Background: an optimization exercise with open tools, aiming at small area, a short achievable clock period and few clock cycles. Do not read the settings as production practice. In this exercise RTL edits were held to simulation tests only and were not proved equivalent to the original. No activity file was given, so power comes from the tool's default toggle rates.

Setup of try-lagoon:
## cf2_blframer
module cf2_blframer (
    input  wire        clk,
    input  wire        rst,           
    input  wire        boot_stay,     
    input  wire [31:0] app_word,      
    input  wire        rx_valid,
    input  wire [7:0]  rx_data,
    output wire        rx_ready,      
    output reg         tx_valid,
    output reg  [7:0]  tx_data,
    input  wire        tx_ready,
    output reg         stg_we,
    output reg         stg_re,
    output reg  [13:0] stg_addr,
    output reg  [7:0]  stg_wdata,
    input  wire [7:0]  stg_rdata,
    output reg         fc_we,
    output reg  [1:0]  fc_reg,        
    output wire [31:0] fc_addr,
    output wire [31:0] fc_wdata,
    input  wire        fc_busy,
    output reg         diag_valid,
    output reg  [1:0]  diag_code,     
    output wire        idle,
    output wire        app_mode,
    output wire        fault
);
    localparam [7:0]  SYNC1 = 8'hBC;
    localparam [7:0]  SYNC2 = 8'hCF;
    localparam [31:0] FC_KEY1     = 32'h4567_0123;
    localparam [31:0] FC_KEY2     = 32'hCDEF_89AB;
    localparam [31:0] PROGRAM_CFG = 32'h0000_0201;    
    localparam [1:0] REG_KEY = 2'd0, REG_CFG = 2'd1, REG_WORD = 2'd2;
    localparam [1:0] DIAG_CKSUM = 2'd1, DIAG_BOUNDS = 2'd2, DIAG_STAGE = 2'd3;
    localparam [6:0] RING_LAST = 7'd97;
    function automatic [6:0] inc(input [6:0] p);
        inc = (p == RING_LAST) ? 7'd0 : p + 7'd1;
    endfunction
    reg app_r;
    always @(posedge clk)
        if (rst)
            app_r <= !boot_stay && (app_word != 32'hFFFF_FFFF);
    reg [7:0] ring [0:97];
    reg [6:0] wp;          
    reg [6:0] tp;          
    reg       rdy;
    assign rx_ready = rdy;
    wire push = rx_valid && rdy;
    always @(posedge clk)
        if (push)
            ring[wp] <= rx_data;
    localparam [2:0] C_IDLE = 3'd0, C_LOAD = 3'd1, C_FLASH = 3'd2, C_SEND = 3'd3,
                     C_FAULT = 3'd4;
    reg [2:0] cmd;
    reg       flt;
    reg  [6:0]  rp;
    reg  [12:0] rp_row;
    reg  [7:0]  rp_col;
    wire [7:0]  ring_rd;
    wire [7:0]  row_rd [0:12];
    genvar gr, gc;
    generate
        for (gr = 0; gr < 13; gr = gr + 1) begin : g_row
  ...
Size: roughly 1100 flip-flops, roughly 160 I/O pins, roughly 46000 sq um of cells after synthesis.
export LEC_CHECK = 0
export CAP_MARGIN = 20
export CORE_MARGIN = 2
export CORE_UTILIZATION = 55
export CTS_CLUSTER_DIAMETER = 80
export CTS_CLUSTER_SIZE = 25
export PLACE_DENSITY = 0.7
export SETUP_SLACK_MARGIN = 5.0
export SLEW_MARGIN = 20
create_clock -name core_clock -period 8.0 [get_ports {clk}]
standard.sh (not shown) runs the stock make flow with config.mk's settings and CLKGATE_MAP_FILE= SYNTH_SCRIPT=/design/flow/synth_recipe.tcl, a recipe that flattens the netlist after the stock synthesis.
==> flow/flow/run.sh <==
#!/bin/bash
# The standard layout, with plain buffers (buf_2) on the ports in place of the
# delay-cell buffers buffer_ports picks by default. Every port still gets its
# own buffer; all other steps are the standard.sh unchanged.
set -euo pipefail
bash standard.sh "BUFFER_PORTS_ARGS=-buffer_cell sky130_fd_sc_hd__buf_2" finish > standard_flow.log 2>&1
Testbench counts of try-lagoon, summed over its fixed seeds: cycles 41,977.
Edits applied to the flow inputs when going from try-lagoon to try-ember:
- swapping 55 for 40 in CORE_UTILIZATION
- swapping 0.7 for 0.6 in PLACE_DENSITY
Notes after the runs:
On slew at the pin closest to its max-slew limit, try-ember tracks try-lagoon almost exactly.
try-lagoon reports its topmost layer with routed signal wires as met4 while try-ember reports met5.
Taking try-lagoon as the reference, in try-ember minimum setup slack in the final design +70 ps; clock insertion delay at the later pin of the skew report shows an increase of 60 ps; register-to-register slack went up; first-pass detailed-route iteration total went down 2.
When try-ember is measured against try-lagoon, its number of cells on the worst reg-to-reg path turns out 2 higher.
Relative to try-ember, the following input files were edited for try-fjord:
- changing PLACE_DENSITY from 0.6 to 0.75
## What came out
try-fjord finished end to end and its layout was clean on timing, DRC and antenna.
There was hardly any difference in final cell count between try-fjord and try-ember.
Final instance area: try-ember vs try-fjord, no meaningful difference
For try-fjord, the cell with the largest stage delay on the worst path was sky130_fd_sc_hd__nand3_4, unlike try-ember, where it was sky130_fd_sc_hd__nor2_1.
Internal power across try-ember and try-fjord: no real change.
Diff try-ember and try-fjord: first-pass GRT wire length lower in try-fjord
Input changes introduced in try-yarrow (baseline for comparison: try-fjord):
- PLACE_DENSITY: 0.75 -> 0.6
==> flow/run.sh (new file) <==
#!/bin/bash
# synth_recipe.tcl (not shown) runs the flow's synth.tcl, then flattens the netlist and writes it again
# the make line also repeats each setting of config.mk as NAME=value (left out here)
make -C /OpenROAD-flow-scripts/flow DESIGN_CONFIG=/design/flow/config.mk WORK_HOME=/design/flow/orfs CLKGATE_MAP_FILE= SYNTH_SCRIPT=/design/flow/synth_recipe.tcl finish
removed: flow/flow/run.sh
removed: flow/standard.sh
Findings:
- Looking only at initial antenna violation count, and setting everything else aside, the lower value of try-yarrow and try-fjord goes to try-fjord.
- Diff try-fjord -> try-yarrow: sequential fraction of total cell area shrank by 1.8 points; routed length on met2 grew by 6.1%.
- Taking try-fjord as the reference, in try-yarrow net switching fraction of the power saw little to no change; overall power saw an increase.

==> port drivers added, routing unchanged <==
The flow's constraints put no driver on any port. The routed layouts listed below were extracted and timed again, unchanged, in two steps. Step 1 sets driving cells, clkbuf_16 on the clock port and buf_2 on the other inputs (assumed; they add their load-dependent delay and slew). Step 2, shift: input delay + t, output delay - t, t = (earliest + latest rising clock arrival at the registers) / 2. This alone moves slack from input paths to output paths. a / b / c = no drivers / after step 1 / after step 2; a / b = the first two.
run	shift t [ns]	setup slack, ns	worst setup path at the end	slew at the worst register clock pin (ns)	cell pins on the clock port's net
try-lagoon	0.725	4.901 / 4.901 / 4.269	input to register	0.11 / 0.11	1
try-ember	0.754	4.970 / 4.876 / 4.122	input to register	0.11 / 0.11	1
try-fjord	0.732	4.998 / 4.939 / 4.270	input to register	0.11 / 0.11	1
try-yarrow	0.758	4.902 / 4.848 / 4.090	input to register	0.11 / 0.11	1
After both steps setup and hold are still met in every run listed. The setup slack of try-ember, which loses most, moves by -0.094 ns with the drivers and by -0.848 ns with both steps.
